Context: an optimization exercise on an open-source flow, tuned for small area, a short achievable clock period and few clock cycles. The choices shown serve that exercise and are no tape-out recipe. At most, simulation tests tie the RTL to the original design; equivalence was not proved. Only the layout flow was run in runs 2 to 7; the RTL was not checked for function there. Power is estimated from default activity; no workload was simulated.

## flow/flow/run.sh

```bash
#!/bin/bash
# The standard layout, except that the port buffers are made as the smallest
# buffer cell (buf_1) instead of the resizer's default pick; the repair steps
# still resize them where timing or slew asks for it.
set -euo pipefail
cd "$(dirname "$0")/.."
bash standard.sh BUFFER_PORTS_ARGS="-buffer_cell sky130_fd_sc_hd__buf_1" finish > standard_flow.log 2>&1
```

## flow/standard.sh

```bash
#!/bin/bash
# synth_recipe.tcl (not shown) runs the flow's synth.tcl, then flattens the netlist and writes it again
# the make line also repeats each setting of config.mk as NAME=value (left out here)
make -C /OpenROAD-flow-scripts/flow DESIGN_CONFIG=/design/flow/config.mk WORK_HOME=/design/flow/orfs CLKGATE_MAP_FILE= SYNTH_SCRIPT=/design/flow/synth_recipe.tcl "${@:-finish}"
```

## flow/config.mk

```make
export PLATFORM = sky130hd
export DESIGN_NAME = pecf_link
export DESIGN_NICKNAME = pecf_link
export VERILOG_FILES = /design/flow/design.v
export SDC_FILE = /design/flow/constraint.sdc
export NUM_CORES = 4
export LEC_CHECK = 0
export CAP_MARGIN = 20
export CORE_MARGIN = 2
export CORE_UTILIZATION = 55
export CTS_BUF_LIST = sky130_fd_sc_hd__clkbuf_8
export SLEW_MARGIN = 20
```

## flow/constraint.sdc

```tcl
create_clock -name core_clock -period 9.0 [get_ports {clk}]
set_input_delay 1.8000 -clock core_clock [delete_from_list [all_inputs] [get_ports {clk}]]
set_output_delay 1.8000 -clock core_clock [all_outputs]
set_load 0.01 [all_outputs]
```

## flow/design.v

```verilog
module pecf_table (
    input  wire [7:0]  idx,
    output wire [14:0] entry
);
    assign entry = ({15{idx[0]}} & 15'h4599) ^
                   ({15{idx[1]}} & 15'h4EAB) ^
                   ({15{idx[2]}} & 15'h58CF) ^
                   ({15{idx[3]}} & 15'h7407) ^
                   ({15{idx[4]}} & 15'h2D97) ^
                   ({15{idx[5]}} & 15'h5B2E) ^
                   ({15{idx[6]}} & 15'h73C5) ^
                   ({15{idx[7]}} & 15'h2213);
endmodule
module pecf_step (
    input  wire [14:0] rem_in,
    input  wire [7:0]  data,
    output wire [14:0] rem_out
);
    wire [14:0] entry;
    pecf_table u_table (
        .idx   (rem_in[14:7] ^ data),
        .entry (entry)
    );
    assign rem_out = {rem_in[6:0], 8'h00} ^ entry;
endmodule
module pecf_tx (
    input  wire       clk,
    input  wire       rst,
    input  wire       tx_valid,
    input  wire [7:0] tx_data,
    input  wire       tx_last,
    output wire       tx_ready,
    output wire       out_valid,
    output wire [7:0] out_data,
    input  wire       out_ready
);
    localparam [14:0] SEED = 15'h0010;
    reg         pec_hi;      
    reg         pec_lo;      
    reg  [14:0] rem;
    wire        pay = !(pec_hi || pec_lo);
    wire [14:0] rem_next;
    assign out_valid = pay ? tx_valid : 1'b1;
    assign out_data  = pay ? tx_data  : rem[14:7];
    assign tx_ready  = pay && out_ready;
    wire take = out_valid && out_ready;
    pecf_step u_step (
        .rem_in  (rem),
        .data    (out_data),
        .rem_out (rem_next)
    );
    always @(posedge clk) begin
        if (rst) begin
            pec_hi <= 1'b0;
            pec_lo <= 1'b0;
            rem    <= SEED;
        end else if (take) begin
            pec_hi <= pay && tx_last;
            pec_lo <= pec_hi;
            rem    <= pec_lo ? SEED : rem_next;
        end
    end
endmodule
module pecf_rx (
    input  wire        clk,
    input  wire        rst,
    input  wire        rx_start,
    input  wire        rx_valid,
    input  wire [7:0]  rx_data,
    input  wire [22:0] noise_floor_uv,
    output reg         blk_valid,
    output reg  [3:0]  blk_dev,
    output wire [15:0] blk_code0,
    output wire [15:0] blk_code1,
    output wire [15:0] blk_code2,
    output wire        blk_pec_ok,
    output wire        pec_err,
    output wire [22:0] blk_uv0,
    output wire [22:0] blk_uv1,
    output wire [22:0] blk_uv2
);
    localparam [14:0] SEED = 15'h0010;
    reg  [2:0]  pos;         
    reg  [14:0] rem;
    reg  [47:0] payload;     
    reg         err;         
    reg  [20:0] x_top;           
    reg  [20:4] x_mid, x_bot;    
    reg         low_mid, low_bot;
    wire [14:0] rem_next;
    pecf_step u_step (
        .rem_in  ((pos == 3'd0) ? SEED : rem),
        .data    (rx_data),
        .rem_out (rem_next)
    );
    assign blk_code0  = payload[15:0];
    assign blk_code1  = payload[31:16];
    assign blk_code2  = payload[47:32];
    assign blk_pec_ok = (rem == 15'd0);
    assign pec_err    = err || !blk_pec_ok;
    wire [22:0] top_uv;
    pecf_scale u_scale (.code(blk_code2), .uv(top_uv));
    wire        x_low     = ({x_top, 2'b00} < noise_floor_uv);
    wire [20:0] x_clamped = x_low ? 21'd0 : x_top;
    function [3:0] x25_low (input [3:0] c);
        x25_low = {c[3] ^ c[0], c[2:0]};
    endfunction
    assign blk_uv0 = {x_bot, low_bot ? 4'd0 : x25_low(blk_code0[3:0]), 2'b00};
    assign blk_uv1 = {x_mid, low_mid ? 4'd0 : x25_low(blk_code1[3:0]), 2'b00};
    assign blk_uv2 = {x_top, 2'b00};
    always @(posedge clk) begin
        if (rx_valid) begin
            rem <= rem_next;
            if (!(pos[2] && pos[1]))
                payload <= {rx_data, payload[47:8]};
        end
        x_top <= pos[0] ? x_clamped : top_uv[22:2];
        if (rx_valid && (pos == 3'd3 || pos == 3'd5)) begin
            x_mid   <= x_clamped[20:4];
            low_mid <= x_low;
            x_bot   <= x_mid;
            low_bot <= low_mid;
        end
    end
    always @(posedge clk) begin
        blk_valid <= rx_valid && (pos == 3'd7);
        if (rst || rx_start) begin
            pos     <= 3'd0;
            blk_dev <= 4'd0;
            err     <= 1'b0;
        end else begin
            if (rx_valid)
                pos <= pos + 3'd1;
            if (blk_valid) begin
                blk_dev <= blk_dev + 4'd1;
                if (!blk_pec_ok)
                    err <= 1'b1;
            end
        end
    end
endmodule
module pecf_scale (
    input  wire [15:0] code,
    output wire [22:0] uv
);
    wire [20:0] x25 = ({code, 4'b0} + {code, 3'b0}) + code;
    assign uv = {x25, 2'b00};
endmodule
module pecf_link (
    input  wire        clk,
    input  wire        rst,
    input  wire        tx_valid,
    input  wire [7:0]  tx_data,
    input  wire        tx_last,
    output wire        tx_ready,
    output wire        out_valid,
    output wire [7:0]  out_data,
    input  wire        out_ready,
    input  wire        rx_start,
    input  wire        rx_valid,
    input  wire [7:0]  rx_data,
    input  wire [22:0] noise_floor_uv,
    output wire        blk_valid,
    output wire [3:0]  blk_dev,
    output wire [15:0] blk_code0,
    output wire [15:0] blk_code1,
    output wire [15:0] blk_code2,
    output wire        blk_pec_ok,
    output wire        pec_err,
    output wire [22:0] blk_uv0,
    output wire [22:0] blk_uv1,
    output wire [22:0] blk_uv2
);
    pecf_tx u_tx (
        .clk       (clk),
        .rst       (rst),
        .tx_valid  (tx_valid),
        .tx_data   (tx_data),
        .tx_last   (tx_last),
        .tx_ready  (tx_ready),
        .out_valid (out_valid),
        .out_data  (out_data),
        .out_ready (out_ready)
    );
    pecf_rx u_rx (
        .clk            (clk),
        .rst            (rst),
        .rx_start       (rx_start),
        .rx_valid       (rx_valid),
        .rx_data        (rx_data),
        .noise_floor_uv (noise_floor_uv),
        .blk_valid      (blk_valid),
        .blk_dev        (blk_dev),
        .blk_code0      (blk_code0),
        .blk_code1      (blk_code1),
        .blk_code2      (blk_code2),
        .blk_pec_ok     (blk_pec_ok),
        .pec_err        (pec_err),
        .blk_uv0        (blk_uv0),
        .blk_uv1        (blk_uv1),
        .blk_uv2        (blk_uv2)
    );
endmodule
```

==> metrics.md, run 1 <==
| Metric | Value |
|---|---|
| Worst-margin pin slew | `0.982 ns` |
| Count leader, synth | `edfxtp_1` |
| First-pass GRT wire length | `25.7 mm` |
| Filler cells | `1099` |
| DR vias/cell | `5.27` |
| RSZ-0062 raised after global routing | `no` |
| Die Footprint | `between 0.015 and 0.02 mm^2` |
| Reg2reg path depth | `11` |
| Psw | `approximately 820 uW` |
| Congestion Overflow GR | `0` |
| Instance count on the critical path | `3` |
| Sequential area share after synthesis | `51.2%` |
| Clock tree sinks | `around 150` |
| Die height | `roughly 120 um` |
| Drt initial violations | `318` |
| Max transition margin | `around a third` |
| Post-DR wirelength/cell | `15.8 um` |
| Total core area | `about 0.014 mm^2` |
| WS Path Type | `in -> out` |
| Top cells by count, synth | `edfxtp_1, xnor2_1, nand2_1, nor2_1, ha_1` |
| Most used flip-flop cell after synthesis | `edfxtp_1` |
| FF-to-FF setup slack | `5.88 ns` |
| RR Endpoint | `u_rx.x_top[18]` |
| TritonRoute pass-1 iters | `4` |
| Compound-cell area share of the yosys netlist | `7.66%` |
| Setup TNS | `0 ns` |
| Seq pwr share | `between 40 and 50%` |
| Crit path time final | `4.14 ns` |
| Layout cells sized above 1 | `6.52%` |
| Port bufs | `173` |
| Layout area overhead | `15.7%` |
| Number of global-route vias before repair | `5116` |
| Part of the power in the clock network | `between 20% and 30%` |
| Period utilisation layout | `46.0%` |
| Final HPWL DP | `approximately 12 mm` |
| Peak supply drop | `around 0.14 mV` |
| CTS resizes | `0` |
| Yosys warns | `2` |
| Post-route DRC | `0` |
| Buf/Inv on CP | `2` |
| Top achievable clock speed | `241 MHz` |
| Final wirelength | `16.4 mm` |
| Worst Setup Start Kind | `input port` |
| DRT met1 WL | `7.86 mm` |
| Outcome | `timing/DRC/antenna clean` |
| Clock Skew | `0.0132 ns` |
| Internal power | `1410 uW` |
| Leading area contributor after synthesis | `edfxtp_1` |
| Post-Synth XOR/XNOR Area | `about an eighth` |
| Root buffer cell | `clkbuf_8` |
| Max-cap check violation count | `0` |
| CTS Hold Bufs | `0` |
| Hold_sp | `u_rx.x_mid[15]` |
| Critical path's most frequent cell | `buf_1` |
| Post-Syn Instances | `672` |
| Critical path's largest stage delay | `0.33 ns` |
| Reg-to-Reg Start | `u_rx.payload[36]` |
| Largest family of logic cells by synthesized area | `XOR/XNOR gates` |
| Initial antenna violation count | `0` |
| Worst-path clk slew | `0.08 ns` |
| Comb power frac | `approximately 36%` |
| Placer Congestion | `0.881` |
| NumNets Final | `951` |
| Top Metal Used | `met4` |
| Hold Path Class | `reg -> reg` |
| Non-Filler Instances | `1039` |
| Leakage power | `around 0.0034 uW` |
| CTS Buffer Depth | `2` |
| Net Sw Frac | `36.7%` |
| Top cells by area, synth | `edfxtp_1, dfxtp_1, xnor2_1, ha_1, fa_1` |
| CTS tree | `yes` |
| Num CTS Buffers | `17` |
| Die width | `122 um` |
| Clock latency (worst-skew pair) | `0.46 ns` |
| Mux share of post-synthesis cell area | `1.23%` |
| Count of different cell masters after synthesis | `between 50 and 60` |
| IO Count | `180` |
| Pwr/cell area | `250 mW/mm^2` |
| EDFF count, synth | `103` |
| Critical Path RT | `7.20 ns` |
| Largest net degree at the start of global routing | `49` |
| Metal2 WL | `roughly 7.4 mm` |
| Num rows | `43` |
| Syn avg cell area | `approximately 11 um^2` |
| Post-Synth Simple-Gate Area | `12.6%` |
| Delay-heaviest family, CP | `simple AND/OR/NAND/NOR gates` |
| Final setup fails | `0` |
| Post-CTS Setup Bufs | `0` |
| Vias | `5474` |
| Area share of fa/ha/maj cells after synthesis | `10.8%` |
| Antenna Violating Nets Remaining | `0` |
| Starting Density | `56.1%` |
| #FFs+latches synth | `146` |
| Cell Chain, Critical Path | `buf_1 > or3_1 > buf_1` |
| GR Util All Layers | `22.4%` |
| Worst Hold End | `u_rx.x_bot[15]` |
| Final Slew Violations | `0` |
| H-tree depth | `4` |
| Wire length on met3 | `885 um` |
| Worst-path fanout max | `3` |
| Final Hold Vio Count | `0` |
| Post-synth ARST share | `0%` |
| Worst Setup End Kind | `output pin` |
| Min-Delay Path Depth | `0` |
| Top-area cell type share of the netlist area | `40.1%` |
| Post-Synthesis Cell Area | `0.00772 mm^2` |
| Arr. time, crit path | `2.34 ns` |
| Slowest stage cell, crit path | `or3_1` |
| ANT cells | `0` |
| Placed Instances | `1007` |
==> cells in the final DEF, fill, tap and decap left out, drive strengths merged, types with 4 or more instances in the layout <==
master / count
buf: 176
edfxtp: 103
xnor2: 77
nand2: 51
nor2: 49
ha: 46
dfxtp: 43
inv: 40
xor2: 30
a21oi: 26
nand3: 21
o21ai: 20
and2: 20
clkbuf: 17
fa: 13
nor2b: 13
or3: 9
a21o: 7
nand3b: 6
nor3: 6
conb: 6
clkinv: 6
nor4: 5
o211ai: 5
a211oi: 5
mux2i: 5
nand2b: 5
nand4: 4
or2: 4
mux2: 4
==> state kept, by name, indices dropped and copies added (netlist names), 3 cells and up <==
signal / flops
u_tx.rem: 15
u_rx.x_bot: 17
u_rx.blk_dev: 4
u_rx.x_top: 21
u_rx.rem: 15
u_rx.payload: 48
u_rx.x_mid: 17
u_rx.pos: 3
==> kinds of logic (layout without fill, tap and decap cells) <==
kind of cell	count (synthesis)	count (layout)
compound gates	91	91
xor+xnor	108	108
fa+ha+maj	59	59
buf+inv	61	243
flops	146	146
mux	9	9
other cells	1	6
simple gates	197	197
==> power by group through the flow <==
stage / Sequential [uW] / Clock (uW) / Combinational, uW
floorplan: 946 / 0 / 584
detailed placement: 961 / 0 / 780
global route: 960 / 536 / 885
global placement: 955 / 0 / 764
finish: 945 / 495 / 792
CTS: 946 / 509 / 788
==> area by class of cell <==
cell class	count	area (um^2)	area share, %
repair buffers	176	672	7.52
inverters	35	131	1.47
well taps	180	225	2.52
multi-input cells	470	3570	39.9
clock inverters	15	150	1.68
clock buffers	17	234	2.62
flip-flops and latches	146	3950	44.3
==> through the flow <==
stage / power [uW] / worst slack [ns] / hold WS (ns) / util [%] / area, um^2
after floorplan: 1530 / 2.90 / 0.429 / - / 7740
after global placement: 1720 / 4.60 / 0.428 / 62.0 / 8540
after detailed placement: 1740 / 4.43 / 0.433 / 62.0 / 8540
after CTS: 2240 / 4.86 / 0.452 / 64.8 / 8920
after global routing: 2380 / 4.81 / 0.467 / 64.9 / 8930
final: 2230 / 4.86 / 0.451 / 64.9 / 8930
==> worst max-delay path by stage <==
stage,from,to,slack [ns]
2_1_floorplan,rx_valid,u_rx.payload[0],2.90
4_1_cts,tx_valid,out_valid,4.86
6_report,tx_valid,out_valid,4.86
3_3_place_gp,noise_floor_uv[18],u_rx.x_top[0],4.60
3_5_place_dp,noise_floor_uv[18],u_rx.x_top[0],4.43
5_1_grt,noise_floor_uv[14],u_rx.x_top[5],4.81
==> routing by layer <==
layer | vias up | global-route usage [%]
met5 | - | 0
met4 | 0 | 7.97
met3 | 18 | 4.69
met2 | 192 | 34.4
met1 | 2569 | 31.5
li1 | 2695 | -
Testbench counts, summed over its fixed seeds: cycles 35,016.
==> run 2, diff against run 1 <==
--- a/flow/design.v
+++ b/flow/design.v
@@ -38,15 +38,22 @@
     reg         pec_hi;      
     reg         pec_lo;      
     reg  [14:0] rem;
-    wire        pay = !(pec_hi || pec_lo);
+    reg         obuf_valid;  
+    reg  [7:0]  obuf_data;
+    reg         spare_valid;
+    reg  [7:0]  spare_data;
+    wire        pay   = !(pec_hi || pec_lo);
+    wire        f_valid = pay ? tx_valid : 1'b1;
+    wire [7:0]  f_data  = pay ? tx_data  : rem[14:7];
+    wire        f_take  = f_valid && !spare_valid;
     wire [14:0] rem_next;
-    assign out_valid = pay ? tx_valid : 1'b1;
-    assign out_data  = pay ? tx_data  : rem[14:7];
-    assign tx_ready  = pay && out_ready;
-    wire take = out_valid && out_ready;
+    assign tx_ready  = pay && !spare_valid;
+    assign out_valid = obuf_valid;
+    assign out_data  = obuf_data;
+    wire obuf_free = !obuf_valid || out_ready;
     pecf_step u_step (
         .rem_in  (rem),
-        .data    (out_data),
+        .data    (f_data),
         .rem_out (rem_next)
     );
     always @(posedge clk) begin
@@ -54,10 +61,25 @@
             pec_hi <= 1'b0;
             pec_lo <= 1'b0;
             rem    <= SEED;
-        end else if (take) begin
+        end else if (f_take) begin
             pec_hi <= pay && tx_last;
             pec_lo <= pec_hi;
             rem    <= pec_lo ? SEED : rem_next;
+        end
+    end
+    always @(posedge clk) begin
+        if (obuf_free)
+            obuf_data <= spare_valid ? spare_data : f_data;
+        if (!obuf_free && !spare_valid)
+            spare_data <= f_data;
+        if (rst) begin
+            obuf_valid  <= 1'b0;
+            spare_valid <= 1'b0;
+        end else if (obuf_free) begin
+            obuf_valid  <= spare_valid || f_valid;
+            spare_valid <= 1'b0;
+        end else begin
+            spare_valid <= spare_valid || f_valid;
         end
     end
 endmodule
==> metrics.md, run 2 <==
| Metric | Value |
|---|---|
| Layout cells sized above 1 | `7.09%` |
| Top cells by count, synth | `edfxtp_1, xnor2_1, nand2_1, nor2_1, ha_1` |
| DP Worst Slack | `4.85 ns` |
| Syn avg cell area | `about 12 um^2` |
| Post-Synthesis Cell Area | `between 0.008 and 0.009 mm^2` |
| Period utilisation layout | `a little over two fifths` |
| Net Sw Frac | `34.9%` |
| Max-cap check violation count | `0` |
| Worst-path fanout max | `6` |
| Die width | `roughly 130 um` |
| Antenna Violating Nets Remaining | `0` |
| Num rows | `45` |
| Placed Instances | `1044` |
| Cell Chain, Critical Path | `nor4_1 > nand4_1 > or2_2 > buf_1` |
| Core Util, Final | `a little under two thirds` |
| Final Hold Vio Count | `0` |
| Psw | `872 uW` |
| Placer Congestion | `0.858` |
| Largest family of logic cells by synthesized area | `XOR/XNOR gates` |
| Leakage power | `0.00357 uW` |
| Clock tree sinks | `164` |
| Post-Synth Simple-Gate Area | `11.0%` |
| Clock latency (worst-skew pair) | `0.46 ns` |
| Largest net degree at the start of global routing | `49` |
| Top-area cell type share of the netlist area | `between 40% and 50%` |
| Reg-to-Reg Start | `u_rx.payload[32]` |
| Leading area contributor after synthesis | `edfxtp_1` |
| Sequential area share after synthesis | `53.4%` |
| Worst Setup Start Kind | `flip-flop` |
| First-pass GRT wire length | `28.8 mm` |
| Regs by FF count | `u_rx.payload (48), u_rx.x_top (21)` |
| CTS Buffer Depth | `2` |
| Worst Setup End Kind | `output pin` |
| Reg with most FFs | `u_rx.payload` |
| Post-Syn Instances | `701` |
| GR Util All Layers | `roughly 23%` |
| Hold_sp | `u_rx.payload[24]` |
| Internal power | `~1600 uW` |
| Arr. time, crit path | `2.04 ns` |
| Slowest stage cell, crit path | `edfxtp_1` |
| CTS tree | `yes` |
| NumNets Final | `around 1000` |
| Reg2reg path depth | `11` |
| Peak supply drop | `0.124 mV` |
| Crit path time final | `roughly 3.8 ns` |
| Starting Density | `55.7%` |
| Commonest cells after routing, fill and taps aside | `buf_1, edfxtp_1, xnor2_1, nand2_1, nor2_1` |
| Post-route DRC | `0` |
| H-tree depth | `4` |
| Layout area overhead | `14.6%` |
| Hold Path Class | `reg -> reg` |
| Post-synth ARST share | `0%` |
| Non-Filler Instances | `~1.1k` |
| Final setup fails | `0` |
| Port bufs | `173` |
| Filler cells | `roughly 1.2k` |
| Count leader, synth | `edfxtp_1` |
| Most used flip-flop cell after synthesis | `edfxtp_1` |
| RR Endpoint | `u_rx.x_top[20]` |
| Critical Path Source | `u_rx.rem[9]` |
| Part of the power in the clock network | `about 22%` |
| Final HPWL DP | `13.5 mm` |
| Final wirelength | `17.9 mm` |
| Commonest non-fill, non-tap cell in the layout | `buf_1` |
| Compound-cell area share of the yosys netlist | `between 7 and 8%` |
| Vias | `5706` |
| IO Count | `180` |
| FF-to-FF setup slack | `5.39 ns` |
| Top achievable clock speed | `~260 MHz` |
| Max transition margin | `29.8%` |
| Mux share of post-synthesis cell area | `1.91%` |
| Outcome | `timing/DRC/antenna clean` |
| Num CTS Buffers | `17` |
| Die Footprint | `between 0.015 and 0.02 mm^2` |
| Root buffer cell | `clkbuf_8` |
| Post-route worst setup slack | `5.16 ns` |
| RSZ-0062 raised after global routing | `no` |
| Worst-path clk slew | `0.09 ns` |
| Top cells by area, synth | `edfxtp_1, dfxtp_1, xnor2_1, ha_1, fa_1` |
| Post-CTS Setup Bufs | `0` |
| Worst-margin pin slew | `1.05 ns` |
| EDFF count, synth | `about 120` |
| Comb power frac | `35.4%` |
| Final total power | `about 2500 uW` |
| CTS resizes | `0` |
| WS Path Type | `reg -> out` |
| CTS Hold Bufs | `0` |
| Number of global-route vias before repair | `5580` |
| Yosys warns | `2` |
| Max reg flops | `between 40 and 50` |
| Critical path's largest stage delay | `0.53 ns` |
| TritonRoute pass-1 iters | `5` |
| ANT cells | `0` |
| Setup crit end | `pec_err` |
| Area share of fa/ha/maj cells after synthesis | `9.98%` |
| Total core area | `0.0150 mm^2` |
| Initial antenna violation count | `0` |
| Final Slew Violations | `0` |
| Congestion Overflow GR | `0` |
| #FFs+latches synth | `164` |
| Post-Synth XOR/XNOR Area | `a little over an eighth` |
| Die height | `about 130 um` |
| Clock Skew | `0.0149 ns` |
| Drt initial violations | `347` |
| Critical Path RT | `7.20 ns` |
| Setup TNS | `0 ns` |
| Pwr/cell area | `261 mW/mm^2` |
| Post-DR wirelength/cell | `16.6 um` |
| DR vias/cell | `5.30` |
| Seq pwr share | `42.4%` |
| Count of different cell masters after synthesis | `58` |
-- run 2: worst min-delay path by stage --
stage | endpoint | cells past startpoint
finish | u_rx.payload[16] | 0
floorplan | u_rx.err | 2
CTS | u_rx.payload[12] | 0
global placement | u_rx.x_bot[19] | 0
detailed placement | u_rx.payload[23] | 0
global route | u_rx.payload[12] | 0
-- run 2: metal layers --
| metal | vias up | global-route usage, % | part of all wire (%) | wire length [um] |
|---|---|---|---|---|
| met5 | - | 0 | 0 | 0 |
| li1 | 2775 | - | - | - |
| met2 | 174 | 35.6 | 46 | 8150 |
| met4 | 0 | 7.05 | 1.5 | 264 |
| met1 | 2733 | 31.2 | 46 | 8300 |
| met3 | 24 | 6.41 | 6.6 | 1170 |
-- run 2: cell type report --
cell class              count  area (um^2)  share of cell area [%]
inverters                  34          128                    1.33
repair buffers            177          679                    7.08
clock inverters            15          179                    1.86
multi-input cells         481         3660                    38.2
flip-flops and latches    164         4470                    46.6
well taps                 188          235                    2.45
clock buffers              17          234                    2.44
-- run 2: critical path, delay by kind of cell (launching register included) --
family	cells	cell delay (ns)
buffers and inverters	1	0.13
AND/OR/NAND/NOR	3	0.92
flip-flops	1	0.53
-- run 2: cells by family (layout without fill, tap and decap cells) --
group | Yosys count | after routing
compound gates | 94 | 94
mux | 15 | 15
buf+inv | 61 | 243
fa+ha+maj | 59 | 59
other cells | 1 | 6
xor+xnor | 116 | 116
flops | 164 | 164
simple gates | 191 | 191
-- run 2: power groups by stage --
stage	clock [uW]	combinational [uW]	sequential [uW]
2_1_floorplan	0	672	1060
3_3_place_gp	0	858	1070
6_report	556	885	1060
4_1_cts	569	886	1060
5_1_grt	597	983	1080
3_5_place_dp	0	878	1080
-- run 2: through the flow --
step | hold slack, ns | area [um^2]
2_1_floorplan | 0.429 | 8390
4_1_cts | 0.459 | 9590
3_5_place_dp | 0.433 | 9180
5_1_grt | 0.475 | 9590
3_3_place_gp | 0.434 | 9180
6_report | 0.455 | 9590
==> run 3, diff against run 2 <==
--- a/flow/design.v
+++ b/flow/design.v
@@ -2,14 +2,46 @@
     input  wire [7:0]  idx,
     output wire [14:0] entry
 );
-    assign entry = ({15{idx[0]}} & 15'h4599) ^
-                   ({15{idx[1]}} & 15'h4EAB) ^
-                   ({15{idx[2]}} & 15'h58CF) ^
-                   ({15{idx[3]}} & 15'h7407) ^
-                   ({15{idx[4]}} & 15'h2D97) ^
-                   ({15{idx[5]}} & 15'h5B2E) ^
-                   ({15{idx[6]}} & 15'h73C5) ^
-                   ({15{idx[7]}} & 15'h2213);
+    wire t8 = idx[2] ^ idx[6];
+    wire t9 = idx[1] ^ idx[5];
+    wire t10 = idx[0] ^ idx[4];
+    wire t11 = idx[3] ^ t8;
+    wire t12 = idx[2] ^ t9;
+    wire t13 = idx[1] ^ t10;
+    wire t14 = idx[3] ^ idx[4];
+    wire t15 = idx[6] ^ idx[7];
+    wire t16 = idx[5] ^ t11;
+    wire t17 = idx[7] ^ t11;
+    wire t18 = t13 ^ t17;
+    wire t19 = idx[7] ^ t14;
+    wire t20 = t12 ^ t19;
+    wire t21 = idx[4] ^ t16;
+    wire t22 = idx[0] ^ t12;
+    wire t23 = idx[7] ^ t10;
+    wire t24 = t8 ^ t13;
+    wire t25 = idx[5] ^ idx[6];
+    wire t26 = t10 ^ t25;
+    wire t27 = t9 ^ t15;
+    wire t28 = idx[3] ^ t13;
+    wire t29 = idx[4] ^ t12;
+    wire t30 = t14 ^ t15;
+    wire t31 = idx[0] ^ t9;
+    wire t32 = t11 ^ t31;
+    assign entry[0] = t18;
+    assign entry[1] = t20;
+    assign entry[2] = t21;
+    assign entry[3] = t22;
+    assign entry[4] = t23;
+    assign entry[5] = t9;
+    assign entry[6] = t8;
+    assign entry[7] = t24;
+    assign entry[8] = t26;
+    assign entry[9] = t27;
+    assign entry[10] = t28;
+    assign entry[11] = t29;
+    assign entry[12] = t16;
+    assign entry[13] = t30;
+    assign entry[14] = t32;
 endmodule
 module pecf_step (
     input  wire [14:0] rem_in,
@@ -38,22 +70,15 @@
     reg         pec_hi;      
     reg         pec_lo;      
     reg  [14:0] rem;
-    reg         obuf_valid;  
-    reg  [7:0]  obuf_data;
-    reg         spare_valid;
-    reg  [7:0]  spare_data;
-    wire        pay   = !(pec_hi || pec_lo);
-    wire        f_valid = pay ? tx_valid : 1'b1;
-    wire [7:0]  f_data  = pay ? tx_data  : rem[14:7];
-    wire        f_take  = f_valid && !spare_valid;
+    wire        pay = !(pec_hi || pec_lo);
     wire [14:0] rem_next;
-    assign tx_ready  = pay && !spare_valid;
-    assign out_valid = obuf_valid;
-    assign out_data  = obuf_data;
-    wire obuf_free = !obuf_valid || out_ready;
+    assign out_valid = pay ? tx_valid : 1'b1;
+    assign out_data  = pay ? tx_data  : rem[14:7];
+    assign tx_ready  = pay && out_ready;
+    wire take = out_valid && out_ready;
     pecf_step u_step (
         .rem_in  (rem),
-        .data    (f_data),
+        .data    (out_data),
         .rem_out (rem_next)
     );
     always @(posedge clk) begin
@@ -61,25 +86,10 @@
             pec_hi <= 1'b0;
             pec_lo <= 1'b0;
             rem    <= SEED;
-        end else if (f_take) begin
+        end else if (take) begin
             pec_hi <= pay && tx_last;
             pec_lo <= pec_hi;
             rem    <= pec_lo ? SEED : rem_next;
-        end
-    end
-    always @(posedge clk) begin
-        if (obuf_free)
-            obuf_data <= spare_valid ? spare_data : f_data;
-        if (!obuf_free && !spare_valid)
-            spare_data <= f_data;
-        if (rst) begin
-            obuf_valid  <= 1'b0;
-            spare_valid <= 1'b0;
-        end else if (obuf_free) begin
-            obuf_valid  <= spare_valid || f_valid;
-            spare_valid <= 1'b0;
-        end else begin
-            spare_valid <= spare_valid || f_valid;
         end
     end
 endmodule
--- a/flow/config.mk
+++ b/flow/config.mk
@@ -7,6 +7,6 @@
 export LEC_CHECK = 0
 export CAP_MARGIN = 20
 export CORE_MARGIN = 2
-export CORE_UTILIZATION = 55
+export CORE_UTILIZATION = 70
 export CTS_BUF_LIST = sky130_fd_sc_hd__clkbuf_8
 export SLEW_MARGIN = 20
==> metrics.md, run 3 <==
| Metric | Value |
|---|---|
| CTS Buffer Depth | `2` |
| Syn avg cell area | `11.6 um^2` |
| WS Path Type | `in -> out` |
| Final Hold Vio Count | `0` |
| Final setup fails | `0` |
| Count of different cell masters after synthesis | `51` |
| Clock latency (worst-skew pair) | `0.46 ns` |
| Worst-path fanout max | `8` |
| First-pass GRT wire length | `26.3 mm` |
| Max-cap check violation count | `0` |
| Buf/Inv on CP | `2` |
| Post-Syn Instances | `664` |
| Global routing usage on met3 | `6.46%` |
| Post-synth ARST share | `0%` |
| Max transition margin | `between 20% and 30%` |
| Starting Density | `71.4%` |
| Post-CTS Setup Bufs | `0` |
| Most used flip-flop cell after synthesis | `edfxtp_1` |
| Cell area after layout | `between 0.008 and 0.009 mm^2` |
| ANT cells | `0` |
| Layout area overhead | `14.6%` |
| Top achievable clock speed | `roughly 230 MHz` |
| Die height | `between 100 and 150 um` |
| Worst-margin pin slew | `between 1 and 1.5 ns` |
| Total core area | `0.0108 mm^2` |
| Worst-path clk slew | `0.07 ns` |
| Crit path time final | `between 4 and 5 ns` |
| NumNets Final | `945` |
| Setup TNS | `0 ns` |
| Sequential area share after synthesis | `51.3%` |
| EDFF count, synth | `103` |
| Worst Setup End Kind | `output pin` |
| Period utilisation layout | `47.3%` |
| Layout cells sized above 1 | `6.10%` |
| Top-area cell type share of the netlist area | `roughly two fifths` |
| Delay-heaviest family, CP | `buffers and inverters` |
| Top cells by count, synth | `edfxtp_1, xnor2_1, nand2_1, nor2_1, ha_1` |
| TritonRoute pass-1 iters | `4` |
| Congestion Overflow GR | `0` |
| Die Footprint | `about 0.012 mm^2` |
| Top cells by area, synth | `edfxtp_1, dfxtp_1, xnor2_1, ha_1, fa_1` |
| Final HPWL DP | `roughly 13 mm` |
| CTS resizes | `0` |
| Post-route DRC | `0` |
| Number of global-route vias before repair | `5429` |
| Critical Path RT | `between 7 and 8 ns` |
| Core Util, Final | `about four fifths` |
| Antenna Violating Nets Remaining | `0` |
| Regs by FF count | `u_rx.payload (48), u_rx.x_top (21)` |
| Placed cell areas | `~0.0085 mm^2` |
| Port bufs | `~170` |
| Cell Chain, Critical Path | `buf_1 > and2_1 > buf_1` |
| Die width | `109 um` |
| Filler cells | `639` |
| Arr. time, crit path | `2.46 ns` |
| Global routing met1 resource utilization | `approximately 37%` |
| Final wirelength | `17.1 mm` |
| Clock Skew | `0.0124 ns` |
| Largest family of logic cells by synthesized area | `XOR/XNOR gates` |
| Area share of fa/ha/maj cells after synthesis | `a little over a tenth` |
| Leading area contributor after synthesis | `edfxtp_1` |
| Critical path's most frequent cell | `buf_1` |
| Max reg flops | `48` |
| CTS Hold Bufs | `0` |
| Count leader, synth | `edfxtp_1` |
| Hold Path Class | `reg -> reg` |
| RSZ-0062 raised after global routing | `no` |
| Commonest cells after routing, fill and taps aside | `buf_1, edfxtp_1, xnor2_1, nand2_1, nor2_1` |
| CTS tree | `yes` |
| Post-Synthesis Cell Area | `0.00770 mm^2` |
| Leakage power | `0.00340 uW` |
| Post-Synth Simple-Gate Area | `10.3%` |
| H-tree depth | `4` |
| Reg with most FFs | `u_rx.payload` |
| Worst Setup Start Kind | `input port` |
| Placer Congestion | `~0.88` |
| Slowest stage cell, crit path | `buf_1` |
| Vias | `5644` |
| Num CTS Buffers | `17` |
| GRT Max-Usage Layer | `met2` |
| Yosys warns | `2` |
| Reg area | `0.00395 mm^2` |
| Area occupied by multi-input gates | `0.00352 mm^2` |
| DR vias/cell | `5.68` |
| Outcome | `timing/DRC/antenna clean` |
| GR Util All Layers | `between 20% and 30%` |
| Mux share of post-synthesis cell area | `2.14%` |
| GR Layer Usage met2 | `49.1%` |
| Pwr/cell area | `between 200 and 300 mW/mm^2` |
| Compound-cell area share of the yosys netlist | `8.51%` |
| Root buffer cell | `clkbuf_8` |
| Largest net degree at the start of global routing | `49` |
| Commonest non-fill, non-tap cell in the layout | `buf_1` |
| Initial antenna violation count | `0` |
| Num rows | `38` |
| Peak supply drop | `0.217 mV` |
| Clock tree sinks | `between 100 and 150` |
| Post-Synth XOR/XNOR Area | `13.3%` |
| Final Slew Violations | `0` |
| Critical path's largest stage delay | `0.25 ns` |
| Post-DR wirelength/cell | `17.2 um` |
| Drt initial violations | `375` |
| #FFs+latches synth | `approximately 150` |
| IO Count | `180` |
==> run 3: changes by cell type after synthesis, moves of 6 or more <==
cell,previous run,this run
inv_1,34,40
nand2_1,67,53
edfxtp_1,119,103
nor3_1,8,2
xor2_1,23,29
nand3b_1,8,1
xnor2_1,84,75
xnor2_2,6,0
o21ai_0,20,26
==> run 3: worst reg2reg max path: cells and delay by family, from the launching register on <==
family                   cells  cell delay [ns]
adder cells (fa/ha/maj)      3             1.15
AO/OA/AOI/OAI                3             0.78
flip-flops                   1             0.52
multiplexers                 1             0.26
AND/OR/NAND/NOR              2             0.25
buffers and inverters        2             0.15
==> run 3: cell families after synthesis <==
| kind of cell | after synthesis |
|---|---|
| compound gates | 103 |
| mux | 15 |
| simple gates | 166 |
| flops | 146 |
| buf+inv | 65 |
| other cells | 1 |
| fa+ha+maj | 59 |
| xor+xnor | 109 |
==> run 3: power breakdown <==
| part | switching [uW] | internal, uW | leakage, uW |
|---|---|---|---|
| combinational | 474 | 425 | 0.00187 |
| sequential | 105 | 837 | 0.00134 |
| clock | 239 | 219 | 0.000192 |
==> run 3: worst paths after layout <==
path | end | cells past startpoint | startpoint | slack, ns
setup / recovery | tx_ready | 3 | out_ready | 4.74
hold / removal | u_rx.x_bot[17] | 0 | u_rx.x_mid[17] | 0.46
setup reg to reg | u_rx.x_top[18] | 11 | u_rx.payload[36] | 5.74
hold reg to reg | u_rx.x_bot[17] | 0 | u_rx.x_mid[17] | 0.46
==> run 3: metal layers <==
metal | wire length (um) | vias up
li1 | - | 2656
met1 | 7020 | 2693
met2 | 8250 | 246
met3 | 1240 | 49
met4 | 574 | 0
met5 | 0 | -
==> run 3: through the flow <==
stage	power, uW	hold WS (ns)	setup slack, ns	std cells
after global placement	1790	0.430	4.79	961
after floorplan	1630	0.429	2.90	669
after detailed placement	1840	0.436	4.60	961
final	2300	0.458	4.74	993
after global routing	2440	0.470	4.68	993
after CTS	2300	0.454	4.74	993
==> run 3: final cells by class <==
cell class              instances  area share, %
multi-input cells             458           39.9
well taps                     140           1.98
repair buffers                177           7.69
inverters                      40           1.70
flip-flops and latches        146           44.8
clock inverters                14           1.13
clock buffers                  18           2.81
==> run 4, diff against run 3 <==
--- a/flow/config.mk
+++ b/flow/config.mk
@@ -7,6 +7,6 @@
 export LEC_CHECK = 0
 export CAP_MARGIN = 20
 export CORE_MARGIN = 2
-export CORE_UTILIZATION = 70
+export CORE_UTILIZATION = 55
 export CTS_BUF_LIST = sky130_fd_sc_hd__clkbuf_8
 export SLEW_MARGIN = 20
==> metrics.md, run 4 <==
| Metric | Value |
|---|---|
| Num rows | `43` |
| Delay-heaviest family, CP | `simple AND/OR/NAND/NOR gates` |
| Hold Path Class | `reg -> reg` |
| Post-CTS Setup Bufs | `0` |
| Worst-path clk slew | `roughly 0.080 ns` |
| WS Path Type | `in -> out` |
| EDFF count, synth | `about 100` |
| Post-synth ARST share | `0%` |
| Clock latency (worst-skew pair) | `approximately 0.45 ns` |
| Port bufs | `173` |
| Post-DR wirelength/cell | `15.6 um` |
| Most used flip-flop cell after synthesis | `edfxtp_1` |
| Leading area contributor after synthesis | `edfxtp_1` |
| Layout cells sized above 1 | `6.21%` |
| IO Count | `180` |
| DR vias/cell | `5.24` |
| Top achievable clock speed | `235 MHz` |
| RR Endpoint | `u_rx.x_top[19]` |
| Critical path's most frequent cell | `buf_1` |
| Post-route DRC | `0` |
| Regs by FF count | `u_rx.payload (48), u_rx.x_top (21)` |
| Final total power | `2330 uW` |
| GR Util All Layers | `21.9%` |
| Post-Syn Instances | `664` |
| Total core area | `approximately 0.014 mm^2` |
| Count leader, synth | `edfxtp_1` |
| NumNets Final | `945` |
| Initial antenna violation count | `0` |
| Period utilisation layout | `47.2%` |
| Min-Delay Path Depth | `0` |
| Syn avg cell area | `11.6 um^2` |
| Leakage power | `0.00343 uW` |
| Setup TNS | `0 ns` |
| Placer Congestion | `0.876` |
| Die width | `122 um` |
| Max-cap check violation count | `0` |
| Drt initial violations | `420` |
| Cell Chain, Critical Path | `buf_1 > or3_1 > buf_1` |
| Critical path's largest stage delay | `0.37 ns` |
| H-tree depth | `4` |
| Top cells by count, synth | `edfxtp_1, xnor2_1, nand2_1, nor2_1, ha_1` |
| Worst Setup Start Kind | `input port` |
| Yosys warns | `2` |
| RSZ-0062 raised after global routing | `no` |
| Max transition margin | `around two fifths` |
| Final HPWL DP | `12.0 mm` |
| Root buffer cell | `clkbuf_8` |
| Area occupied by multi-input gates | `~0.0035 mm^2` |
| Non-Filler Instances | `1033` |
| Worst-margin pin slew | `0.927 ns` |
| CTS Buffer Depth | `2` |
| Placed Instances | `1000` |
| Sequential area share after synthesis | `51.3%` |
| Worst hold slack | `0.443 ns` |
| Number of global-route vias before repair | `5217` |
| Critical Path Source | `tx_valid` |
| Count of different cell masters after synthesis | `51` |
| Worst Setup End Kind | `output pin` |
| Top-area cell type share of the netlist area | `around 40%` |
| Pwr/cell area | `260 mW/mm^2` |
| Post-Synthesis Cell Area | `0.00770 mm^2` |
| Reg2reg path depth | `8` |
| Arr. time, crit path | `2.45 ns` |
| Setup crit end | `out_valid` |
| Reg area | `0.00395 mm^2` |
| Final wirelength | `16.1 mm` |
| CTS Hold Bufs | `0` |
| Max reg flops | `48` |
| Final setup fails | `0` |
| Critical Path RT | `between 7 and 8 ns` |
| Die Footprint | `0.0150 mm^2` |
| Die height | `122 um` |
| Num CTS Buffers | `17` |
| CTS tree | `yes` |
| Buf/Inv on CP | `2` |
| Commonest cells after routing, fill and taps aside | `buf_1, edfxtp_1, xnor2_1, nand2_1` |
| ANT cells | `0` |
| Reg-to-Reg Start | `u_rx.payload[34]` |
| Instance count on the critical path | `3` |
| Vias | `5417` |
| Filler cells | `1159` |
| FF-to-FF setup slack | `5.81 ns` |
| Layout area overhead | `16.2%` |
| TritonRoute pass-1 iters | `5` |
| #FFs+latches synth | `146` |
| Reg with most FFs | `u_rx.payload` |
| Commonest non-fill, non-tap cell in the layout | `buf_1` |
| Slowest stage cell, crit path | `or3_1` |
| Outcome | `timing/DRC/antenna clean` |
| First-pass GRT wire length | `25.3 mm` |
| Starting Density | `55.9%` |
| Peak supply drop | `0.134 mV` |
| CTS resizes | `0` |
| Worst-path fanout max | `6` |
| Clock tree sinks | `approximately 150` |
| Crit path time final | `4.25 ns` |
| Top cells by area, synth | `edfxtp_1, dfxtp_1, xnor2_1, ha_1, fa_1` |
| Clock Skew | `approximately 0.011 ns` |
| Largest net degree at the start of global routing | `49` |
| Antenna Violating Nets Remaining | `0` |
| Final Hold Vio Count | `0` |
| Congestion Overflow GR | `0` |
| Final Slew Violations | `0` |
-- run 4: cell counts after synthesis --
No cell type changed its count.
-- run 4: logic make-up after synthesis --
family / synth area share (%)
other: 0.0487
AND/OR/NAND/NOR: 10.3
XOR/XNOR: 13.3
multiplexers: 2.14
adder cells (fa/ha/maj): 10.8
buffers and inverters: 3.51
flip-flops: 51.3
AO/OA/AOI/OAI: 8.51
-- run 4: cell type report --
type | count | area share, %
sequential | 146 | 44.2
multi-input combinational | 458 | 39.4
timing repair buffer | 177 | 7.82
clock buffer | 20 | 3.08
tap | 180 | 2.52
inverter | 40 | 1.68
clock inverter | 12 | 1.31
-- run 4: power breakdown --
group          switching [uW]  leakage, uW  internal (uW)
combinational             459      0.00187            423
clock                     239     0.000216            265
sequential                105      0.00134            837
total                     803      0.00343           1520
-- run 4: stage by stage --
stage / setup slack, ns / instance area (um^2) / util (%)
2_1_floorplan: 2.90 / 7720 / -
3_3_place_gp: 4.74 / 8520 / 61.9
3_5_place_dp: 4.59 / 8520 / 61.9
4_1_cts: 4.75 / 8910 / 64.7
5_1_grt: 4.72 / 8950 / 65.0
6_report: 4.75 / 8950 / 65.0
-- run 4: worst min path at each step --
stage | startpoint | endpoint | slack (ns)
after floorplan | u_rx.err | u_rx.err | 0.43
after global placement | u_rx.payload[24] | u_rx.payload[16] | 0.43
after detailed placement | u_rx.payload[26] | u_rx.payload[18] | 0.43
after CTS | u_rx.x_mid[6] | u_rx.x_bot[6] | 0.45
after global routing | u_rx.x_mid[6] | u_rx.x_bot[6] | 0.47
final | u_rx.x_mid[6] | u_rx.x_bot[6] | 0.44
-- run 4: per-layer routing --
metal	track usage, %	vias up	part of all wire (%)
met3	5.39	12	6.0
met4	7.26	0	0.79
met2	34.1	158	47
met1	30.1	2596	46
met5	0	-	0
li1	-	2651	-
==> run 5, diff against run 4 <==
--- a/flow/config.mk
+++ b/flow/config.mk
@@ -5,8 +5,8 @@
 export SDC_FILE = /design/flow/constraint.sdc
 export NUM_CORES = 4
 export LEC_CHECK = 0
-export CAP_MARGIN = 20
+export CAP_MARGIN = 5
 export CORE_MARGIN = 2
 export CORE_UTILIZATION = 55
 export CTS_BUF_LIST = sky130_fd_sc_hd__clkbuf_8
-export SLEW_MARGIN = 20
+export SLEW_MARGIN = 5
==> metrics.md, run 5 <==
| Metric | Value |
|---|---|
| Worst Hold End | `u_rx.x_bot[6]` |
| Post-Syn Instances | `664` |
| Top-area cell type share of the netlist area | `around two fifths` |
| Layout area overhead | `15.7%` |
| Port bufs | `roughly 170` |
| Filler cells | `~1.2k` |
| Critical Path RT | `7.20 ns` |
| GR Util All Layers | `21.9%` |
| Die Footprint | `about 0.015 mm^2` |
| Worst Setup Start Kind | `input port` |
| Final wirelength | `between 15 and 20 mm` |
| Crit path time final | `4.25 ns` |
| Layout cells sized above 1 | `5.99%` |
| Count leader, synth | `edfxtp_1` |
| CTS tree | `yes` |
| Arr. time, crit path | `roughly 2.5 ns` |
| ANT cells | `0` |
| Num rows | `43` |
| Clock latency (worst-skew pair) | `0.45 ns` |
| Post-CTS Setup Bufs | `0` |
| Initial antenna violation count | `0` |
| Num CTS Buffers | `17` |
| Critical path's largest stage delay | `0.37 ns` |
| Worst Setup End Kind | `output pin` |
| Outcome | `timing/DRC/antenna clean` |
| Count of different cell masters after synthesis | `51` |
| Leakage power | `0.00342 uW` |
| Reg2reg path depth | `8` |
| Clock tree sinks | `between 100 and 150` |
| Buf/Inv on CP | `2` |
| Final Hold Vio Count | `0` |
| Cell Chain, Critical Path | `buf_1 > or3_1 > buf_1` |
| IO Count | `180` |
| Final HPWL DP | `12.0 mm` |
| Reg-to-Reg Start | `u_rx.payload[34]` |
| Sequential area share after synthesis | `just over 50%` |
| Number of global-route vias before repair | `5217` |
| Core Util, Final | `about 65%` |
| Top achievable clock speed | `235 MHz` |
| Drt initial violations | `413` |
| First-pass GRT wire length | `25.3 mm` |
| Post-Synthesis Cell Area | `0.00770 mm^2` |
| Post-route DRC | `0` |
| Area occupied by multi-input gates | `0.00352 mm^2` |
| Commonest cells after routing, fill and taps aside | `buf_1, edfxtp_1, xnor2_1, nand2_1, nor2_1` |
| Hold_sp | `u_rx.x_mid[6]` |
| H-tree depth | `4` |
| Max-cap check violation count | `0` |
| TritonRoute pass-1 iters | `4` |
| Critical Path Source | `tx_valid` |
| Hold Path Class | `reg -> reg` |
| Root buffer cell | `clkbuf_8` |
| Congestion Overflow GR | `0` |
| Max transition margin | `22.8%` |
| Antenna Violating Nets Remaining | `0` |
| Post-route worst setup slack | `between 4 and 5 ns` |
| Setup TNS | `0 ns` |
| FF-to-FF setup slack | `5.81 ns` |
| Largest net degree at the start of global routing | `49` |
| Post-synth ARST share | `0%` |
| Die height | `122 um` |
| Final setup fails | `0` |
| Pwr/cell area | `261 mW/mm^2` |
| EDFF count, synth | `around 100` |
| Die width | `about 120 um` |
| Starting Density | `a little under three fifths` |
| Worst-path fanout max | `6` |
| CTS Hold Bufs | `0` |
| Syn avg cell area | `about 12 um^2` |
| Most used flip-flop cell after synthesis | `edfxtp_1` |
| Worst-margin pin slew | `between 1 and 1.5 ns` |
| CTS resizes | `0` |
| RR Endpoint | `u_rx.x_top[19]` |
| Worst hold slack | `0.446 ns` |
| Clock Skew | `0.0120 ns` |
| Min-Delay Path Depth | `0` |
| Reg area | `0.00395 mm^2` |
| Slowest stage cell, crit path | `or3_1` |
| Peak supply drop | `0.134 mV` |
| Regs by FF count | `u_rx.payload (48), u_rx.x_top (21)` |
| Placer Congestion | `0.876` |
| Commonest non-fill, non-tap cell in the layout | `buf_1` |
| WS Path Type | `in -> out` |
| RSZ-0062 raised after global routing | `no` |
| #FFs+latches synth | `146` |
| Worst-path clk slew | `0.08 ns` |
| Leading area contributor after synthesis | `edfxtp_1` |
| Critical path's most frequent cell | `buf_1` |
| Delay-heaviest family, CP | `simple AND/OR/NAND/NOR gates` |
| Top cells by count, synth | `edfxtp_1, xnor2_1, nand2_1, nor2_1, ha_1` |
| Final Slew Violations | `0` |
| Total core area | `0.0138 mm^2` |
| DR vias/cell | `5.26` |
| Instance count on the critical path | `3` |
| NumNets Final | `944` |
| Max reg flops | `48` |
| CTS Buffer Depth | `2` |
| Post-DR wirelength/cell | `15.6 um` |
| DP Worst Slack | `~4.6 ns` |
| Vias | `5424` |
| Yosys warns | `2` |
| Top cells by area, synth | `edfxtp_1, dfxtp_1, xnor2_1, ha_1, fa_1` |
| Reg with most FFs | `u_rx.payload` |
| Period utilisation layout | `a little under half` |
## run 5: cell counts after synthesis
Identical to the previous run, type by type.
## run 5: layout make-up
cell class	instances	area share, %
Clock buffer	20	3.09
Clock inverter	12	1.32
Inverter	40	1.68
Multi-Input combinational cell	458	39.5
Sequential cell	146	44.4
Tap cell	180	2.53
Timing Repair Buffer	176	7.54
## run 5: kinds of logic (layout without fill, tap and decap cells)
logic type | after synthesis | after routing | share of synthesized area (%)
AND/OR/NAND/NOR | 166 | 166 | 10.3
flip-flops | 146 | 146 | 51.3
XOR/XNOR | 109 | 109 | 13.3
AO/OA/AOI/OAI | 103 | 103 | 8.51
buffers and inverters | 65 | 248 | 3.51
adder cells (fa/ha/maj) | 59 | 59 | 10.8
multiplexers | 15 | 15 | 2.14
other | 1 | 6 | 0.0487
## run 5: metrics by stage
stage | instances | instance area, um^2 | total power, uW
floorplan | 669 | 7720 | 1630
global placement | 1000 | 8520 | 1810
detailed placement | 1000 | 8520 | 1830
CTS | 1032 | 8910 | 2340
global route | 1032 | 8910 | 2480
finish | 1032 | 8910 | 2330
## run 5: routing by layer
metal  vias up  track usage, %  wire, um
li1       2647               -         -
met1      2595            30.1      7510
met2       163            34.1      7400
met3        19            5.39       916
met4         0            7.26       223
met5         -               0         0
## run 5: worst max path at each step
stage,slack (ns),endpoint
floorplan,2.90,u_rx.payload[0]
global placement,4.74,u_rx.x_mid[7]
detailed placement,4.59,u_rx.x_mid[15]
CTS,4.75,out_valid
global route,4.72,out_valid
finish,4.75,out_valid
## run 5: power breakdown
| group | internal (uW) | switching (uW) |
|---|---|---|
| logic | 422 | 456 |
| clock network | 265 | 240 |
| registers | 837 | 105 |
| total | 1520 | 802 |
==> run 6, diff against run 5 <==
==> flow/config.mk (replaced) <==
export PLATFORM = sky130hd
export DESIGN_NAME = pecf_link
export DESIGN_NICKNAME = pecf_link
export VERILOG_FILES = /design/flow/design.v
export SDC_FILE = /design/flow/constraint.sdc
export NUM_CORES = 4
export LEC_CHECK = 0
export CAP_MARGIN = 20
export CORE_MARGIN = 2
export CORE_UTILIZATION = 70
export CTS_BUF_LIST = sky130_fd_sc_hd__clkbuf_4
export PLACE_DENSITY = 0.75
export SLEW_MARGIN = 20
==> metrics.md, run 6 <==
| Metric | Value |
|---|---|
| CTS resizes | `0` |
| Post-DR wirelength/cell | `roughly 17 um` |
| Congestion Overflow GR | `0` |
| Internal power | `1400 uW` |
| Layout area overhead | `13.3%` |
| Clock Skew | `0.0180 ns` |
| Regs by FF count | `u_rx.payload (48), u_rx.x_top (21)` |
| Pwr/cell area | `253 mW/mm^2` |
| Worst Setup Start Kind | `input port` |
| Slowest stage cell, crit path | `buf_1` |
| Part of the power in the clock network | `approximately 17%` |
| Max transition margin | `28.3%` |
| Worst-path clk slew | `0.10 ns` |
| Buf/Inv on CP | `2` |
| Hold Path Class | `reg -> reg` |
| Die height | `109 um` |
| Post-Synthesis Cell Area | `0.00770 mm^2` |
| TritonRoute pass-1 iters | `5` |
| Total core area | `0.0108 mm^2` |
| Drt initial violations | `356` |
| Worst-path fanout max | `8` |
| Top cells by count, synth | `edfxtp_1, xnor2_1, nand2_1, nor2_1, ha_1` |
| Initial antenna violation count | `0` |
| Max reg flops | `48` |
| EDFF count, synth | `between 100 and 150` |
| Layout cells sized above 1 | `6.33%` |
| CTS Buffer Depth | `2` |
| Vias | `between 5k and 6k` |
| Critical path's largest stage delay | `0.25 ns` |
| Count leader, synth | `edfxtp_1` |
| Reg with most FFs | `u_rx.payload` |
| Net Sw Frac | `a little over a third` |
| Num CTS Buffers | `17` |
| Crit path time final | `4.26 ns` |
| Max-cap check violation count | `0` |
| Final Slew Violations | `0` |
| H-tree depth | `4` |
| Antenna Violating Nets Remaining | `0` |
| Most used flip-flop cell after synthesis | `edfxtp_1` |
| Number of global-route vias before repair | `5343` |
| Post-route DRC | `0` |
| Commonest cells after routing, fill and taps aside | `buf_1, edfxtp_1, xnor2_1, nand2_1, nor2_1` |
| Top cells by area, synth | `edfxtp_1, dfxtp_1, xnor2_1, ha_1, fa_1` |
| Starting Density | `71.4%` |
| Post-synth ARST share | `0%` |
| Top-area cell type share of the netlist area | `40.1%` |
| First-pass GRT wire length | `26.2 mm` |
| Delay-heaviest family, CP | `buffers and inverters` |
| Final wirelength | `16.9 mm` |
| IO Count | `180` |
| Arr. time, crit path | `2.46 ns` |
| Worst Setup End Kind | `output pin` |
| Num rows | `38` |
| Critical path's most frequent cell | `buf_1` |
| Peak supply drop | `0.178 mV` |
| Top achievable clock speed | `235 MHz` |
| Post-Syn Instances | `roughly 660` |
| Clock latency (worst-skew pair) | `0.55 ns` |
| Critical Path RT | `7.20 ns` |
| Setup TNS | `0 ns` |
| Seq pwr share | `42.6%` |
| Post-CTS Setup Bufs | `0` |
| Final Hold Vio Count | `0` |
| Comb power frac | `40.7%` |
| RSZ-0062 raised after global routing | `no` |
| Die width | `between 100 and 150 um` |
| NumNets Final | `945` |
| CTS tree | `yes` |
| Leakage power | `0.00335 uW` |
| DR vias/cell | `5.66` |
| Final setup fails | `0` |
| Final HPWL DP | `~13 mm` |
| Sequential area share after synthesis | `51.3%` |
| Die Footprint | `0.0119 mm^2` |
| CTS Hold Bufs | `0` |
| ANT cells | `0` |
| Commonest non-fill, non-tap cell in the layout | `buf_1` |
| Worst hold slack | `0.466 ns` |
| Psw | `~800 uW` |
| Cell Chain, Critical Path | `buf_1 > and2_1 > buf_1` |
| Outcome | `timing/DRC/antenna clean` |
| Port bufs | `around 170` |
| GR Util All Layers | `between 20% and 30%` |
| Clock tree sinks | `146` |
| WS Path Type | `in -> out` |
| Yosys warns | `2` |
| Leading area contributor after synthesis | `edfxtp_1` |
| Worst-margin pin slew | `between 1 and 1.5 ns` |
| Placer Congestion | `0.878` |
| Syn avg cell area | `between 10 and 15 um^2` |
| Root buffer cell | `clkbuf_4` |
| Largest net degree at the start of global routing | `49` |
| #FFs+latches synth | `around 150` |
| Period utilisation layout | `47.3%` |
| Count of different cell masters after synthesis | `51` |
run 6: cell counts after synthesis:
No cell type changed its count.
run 6: layout make-up:
cell class	count	area (um^2)
clock buffers	20	150
clock inverters	12	92.6
fillers	665	2070
inverters	40	150
multi-input cells	458	3520
flip-flops and latches	146	3950
well taps	140	175
repair buffers	177	679
run 6: path summary, 6_finish.rpt:
| kind | from | end | slack, ns | cells after the start |
|---|---|---|---|---|
| setup / recovery | out_ready | tx_ready | 4.74 | 3 |
| hold / removal | u_rx.payload[9] | u_rx.payload[1] | 0.47 | 0 |
| hold reg to reg | u_rx.payload[9] | u_rx.payload[1] | 0.47 | 0 |
| setup reg to reg | u_rx.payload[36] | u_rx.x_top[18] | 5.76 | 11 |
run 6: metal layers:
metal	wire [um]	share of wire, %	GRT usage, %
met5	0	0	0
met1	7000	41	37.3
met3	1200	7.1	6.69
met2	8310	49	49.0
met4	431	2.5	12.3
run 6: kinds of logic (layout without fill, tap and decap cells):
kind of cell               after synthesis  in the layout  share of synthesized area (%)
buffers and inverters                   65            249                           3.51
xor gates and xnor gates               109            109                           13.3
DFF                                    146            146                           51.3
AOI/OAI and AO/OA                      103            103                           8.51
and+or+nand+nor                        166            166                           10.3
other                                    1              6                         0.0487
muxes                                   15             15                           2.14
adders and majority gates               59             59                           10.8
run 6: metrics by stage:
stage	utilization, %	setup WS (ns)	power [uW]	instances	area, um^2
6_report	80.8	4.74	2210	993	8730
3_5_place_dp	78.6	4.60	1840	961	8480
3_3_place_gp	78.6	4.79	1790	961	8480
4_1_cts	80.8	4.74	2200	993	8720
2_1_floorplan	-	2.90	1630	669	7720
5_1_grt	80.8	4.68	2350	993	8730
run 6: power groups by stage:
stage	clock network [uW]	registers [uW]	logic (uW)
after floorplan	0	942	689
after global placement	0	951	843
after detailed placement	0	955	885
after CTS	372	940	892
after global routing	399	954	996
final	368	941	897
==> run 7, diff against run 6 <==
--- a/flow/design.v
+++ b/flow/design.v
@@ -67,14 +67,13 @@
     input  wire       out_ready
 );
     localparam [14:0] SEED = 15'h0010;
-    reg         pec_hi;      
+    reg         pec;         
     reg         pec_lo;      
     reg  [14:0] rem;
-    wire        pay = !(pec_hi || pec_lo);
     wire [14:0] rem_next;
-    assign out_valid = pay ? tx_valid : 1'b1;
-    assign out_data  = pay ? tx_data  : rem[14:7];
-    assign tx_ready  = pay && out_ready;
+    assign out_valid = tx_valid || pec;
+    assign out_data  = pec ? rem[14:7] : tx_data;
+    assign tx_ready  = out_ready && !pec;
     wire take = out_valid && out_ready;
     pecf_step u_step (
         .rem_in  (rem),
@@ -83,12 +82,12 @@
     );
     always @(posedge clk) begin
         if (rst) begin
-            pec_hi <= 1'b0;
+            pec    <= 1'b0;
             pec_lo <= 1'b0;
             rem    <= SEED;
         end else if (take) begin
-            pec_hi <= pay && tx_last;
-            pec_lo <= pec_hi;
+            pec    <= pec ? !pec_lo : tx_last;
+            pec_lo <= pec && !pec_lo;
             rem    <= pec_lo ? SEED : rem_next;
         end
     end
--- a/flow/config.mk
+++ b/flow/config.mk
@@ -7,7 +7,6 @@
 export LEC_CHECK = 0
 export CAP_MARGIN = 20
 export CORE_MARGIN = 2
-export CORE_UTILIZATION = 70
-export CTS_BUF_LIST = sky130_fd_sc_hd__clkbuf_4
-export PLACE_DENSITY = 0.75
+export CORE_UTILIZATION = 55
+export CTS_BUF_LIST = sky130_fd_sc_hd__clkbuf_8
 export SLEW_MARGIN = 20
==> metrics.md, run 7 <==
| Metric | Value |
|---|---|
| Outcome | `timing/DRC/antenna clean` |
| Initial antenna violation count | `0` |
| Critical path's largest stage delay | `0.28 ns` |
| Clock Skew | `~0.0099 ns` |
| Worst-path clk slew | `0.08 ns` |
| Max reg flops | `48` |
| Final Hold Vio Count | `0` |
| CTS resizes | `0` |
| Leakage power | `0.00340 uW` |
| Num rows | `between 40 and 50` |
| Peak supply drop | `0.178 mV` |
| IO Count | `180` |
| First-pass GRT wire length | `24.7 mm` |
| CTS tree | `yes` |
| Antenna Violating Nets Remaining | `0` |
| Pwr/cell area | `266 mW/mm^2` |
| Post-Synthesis Cell Area | `approximately 0.0078 mm^2` |
| Hold Path Class | `reg -> reg` |
| Layout cells sized above 1 | `approximately 9.2%` |
| CTS Hold Bufs | `0` |
| EDFF count, synth | `between 100 and 150` |
| Regs by FF count | `u_rx.payload (48), u_rx.x_top (21)` |
| GRT Max-Usage Layer | `met2` |
| Max transition margin | `33.5%` |
| Delay-heaviest family, CP | `multiplexers` |
| Die Footprint | `0.0151 mm^2` |
| TritonRoute pass-1 iters | `5` |
| Final HPWL DP | `12.3 mm` |
| Clock tree sinks | `~150` |
| Area occupied by multi-input gates | `0.00355 mm^2` |
| Root buffer cell | `clkbuf_8` |
| Arr. time, crit path | `around 2.4 ns` |
| ANT cells | `0` |
| Count of different cell masters after synthesis | `60` |
| Buf/Inv on CP | `2` |
| Clock latency (worst-skew pair) | `0.45 ns` |
| Commonest non-fill, non-tap cell in the layout | `buf_1` |
| Worst Setup End Kind | `output pin` |
| RSZ-0062 raised after global routing | `no` |
| Reg area | `0.00395 mm^2` |
| Drt initial violations | `286` |
| Crit path time final | `slightly above 4 ns` |
| Top-area cell type share of the netlist area | `between 30% and 40%` |
| Core Util, Final | `64.9%` |
| Post-route DRC | `0` |
| Slowest stage cell, crit path | `mux2_2` |
| Filler cells | `1126` |
| Die height | `roughly 120 um` |
| GR Util All Layers | `21.5%` |
| Post-CTS Setup Bufs | `0` |
| Period utilisation layout | `a little under half` |
| Top cells by count, synth | `edfxtp_1, xnor2_1, ha_1, dfxtp_1` |
| Leading area contributor after synthesis | `edfxtp_1` |
| Worst Setup Start Kind | `input port` |
| CTS Buffer Depth | `2` |
| Global routing met1 resource utilization | `30.9%` |
| Vias | `5245` |
| Count leader, synth | `edfxtp_1` |
| DR vias/cell | `approximately 5.2` |
| Sequential area share after synthesis | `51.0%` |
| Setup TNS | `0 ns` |
| Starting Density | `56.1%` |
| Syn avg cell area | `12.1 um^2` |
| GR Layer Usage met2 | `32.3%` |
| Largest net degree at the start of global routing | `49` |
| Top achievable clock speed | `around 240 MHz` |
| Max-cap check violation count | `0` |
| Cell Chain, Critical Path | `buf_1 > mux2_2 > buf_1` |
| WS Path Type | `in -> out` |
| Worst-margin pin slew | `0.998 ns` |
| Total core area | `0.0138 mm^2` |
| H-tree depth | `4` |
| Post-synth ARST share | `0%` |
| Die width | `~120 um` |
| Final setup fails | `0` |
| Post-Syn Instances | `638` |
| Num CTS Buffers | `17` |
| #FFs+latches synth | `146` |
| Top cells by area, synth | `edfxtp_1, dfxtp_1, xnor2_1, ha_1, xor2_1` |
| Congestion Overflow GR | `0` |
| Critical path's most frequent cell | `buf_1` |
| Most used flip-flop cell after synthesis | `edfxtp_1` |
| Final wirelength | `15.9 mm` |
| Global routing usage on met3 | `5.34%` |
| Commonest cells after routing, fill and taps aside | `buf_1, edfxtp_1, xnor2_1, ha_1, dfxtp_1` |
| Critical Path RT | `between 7 and 8 ns` |
| Number of global-route vias before repair | `4846` |
| Worst-path fanout max | `2` |
| Yosys warns | `2` |
| Placer Congestion | `0.838` |
| Final Slew Violations | `0` |
| Reg with most FFs | `u_rx.payload` |
| Layout area overhead | `15.8%` |
| NumNets Final | `around 920` |
| Port bufs | `roughly 170` |
| Post-DR wirelength/cell | `15.9 um` |
==> run 7: cell types whose count changed in the layout (fill, tap and decap cells not counted), moves of 6 or more <==
| cell | delta |
|---|---|
| xnor2_1 | -9 |
| a21oi_1 | +12 |
| clkbuf_4 | -20 |
| and2_1 | +15 |
| xor2_2 | +6 |
| a22o_1 | +6 |
| nand3_1 | +9 |
| o21ai_0 | -8 |
| nor2b_1 | -14 |
| o22ai_1 | -10 |
| nand2_1 | -27 |
| nor2_1 | -10 |
| clkbuf_8 | +17 |
| clkinv_2 | -7 |
==> run 7: worst paths after layout <==
path                                        from              end  slack [ns]  cells past startpoint
worst max register to register  u_rx.payload[36]   u_rx.x_top[18]        5.86                     11
worst max-delay path                  tx_data[5]      out_data[5]        4.85                      3
worst min-delay path            u_rx.payload[12]  u_rx.payload[4]        0.45                      0
worst min register to register  u_rx.payload[12]  u_rx.payload[4]        0.45                      0
==> run 7: area by class of cell <==
cell class	instances	area share, %
Clock buffer	17	2.61
Timing Repair Buffer	178	7.69
Multi-Input combinational cell	431	39.5
Sequential cell	146	44.0
Inverter	37	1.55
Clock inverter	15	2.10
Tap cell	180	2.51
==> run 7: logic make-up after synthesis <==
group           share of synthesized area, %
buf+inv                                 3.71
fa+ha+maj                               10.8
xor+xnor                                14.4
compound gates                          8.85
other cells                           0.0484
mux                                     2.10
simple gates                            9.12
flops                                   51.0
==> run 7: through the flow <==
step	hold WS, ns	power (uW)	cell area, um^2	worst slack [ns]	instances
floorplan	0.429	1650	7770	2.90	643
global placement	0.427	1840	8540	4.42	971
detailed placement	0.429	1860	8540	4.35	971
CTS	0.454	2400	8970	4.83	1003
global route	0.467	2540	8980	4.79	1004
finish	0.453	2390	8980	4.85	1004
==> run 7: per-layer routing <==
layer | routed length, um | share of wire, %
met3 | 912 | 5.7
met4 | 247 | 1.6
met1 | 7560 | 47
met5 | 0 | 0
met2 | 7210 | 45
==> run 7: report_power, final <==
group / leakage [uW] / switching, uW / internal (uW)
sequential: 0.00134 / 118 / 839
clock: 0.000209 / 280 / 260
combinational: 0.00185 / 465 / 427

[what the ideal ports hide]
How much do the figures lean on ideal ports? The routed layouts below were timed once more, with nothing changed but the port constraints.
Step 1: set_driving_cell puts a clkbuf_16 on clk and a buf_2 on each other input, an assumption about the parent block.
Step 2, shift: input delay + t, output delay - t, t = (earliest + latest rising clock arrival at the registers) / 2. This alone moves slack from input paths to output paths.
a / b / c = ideal ports / drivers / drivers and shift; a / b = the first two.
| run | t, ns | slack for setup (ns) | worst slew at a driven data input, ns |
|---|---|---|---|
| run 1 | 0.486 | 4.857 / 4.836 / 4.651 | 0.05 |
| run 2 | 0.489 | 5.158 / 5.122 / 4.850 | 0.05 |
| run 3 | 0.487 | 4.740 / 4.718 / 4.707 | 0.05 |
| run 4 | 0.479 | 4.751 / 4.732 / 4.645 | 0.04 |
| run 5 | 0.482 | 4.750 / 4.731 / 4.544 | 0.04 |
| run 6 | 0.573 | 4.743 / 4.721 / 4.665 | 0.05 |
| run 7 | 0.479 | 4.846 / 4.824 / 4.824 | 0.06 |
After both steps every run listed still meets setup and hold. The setup slack of run 2, which loses most, moves by -0.036 ns with the drivers and by -0.308 ns with both steps.
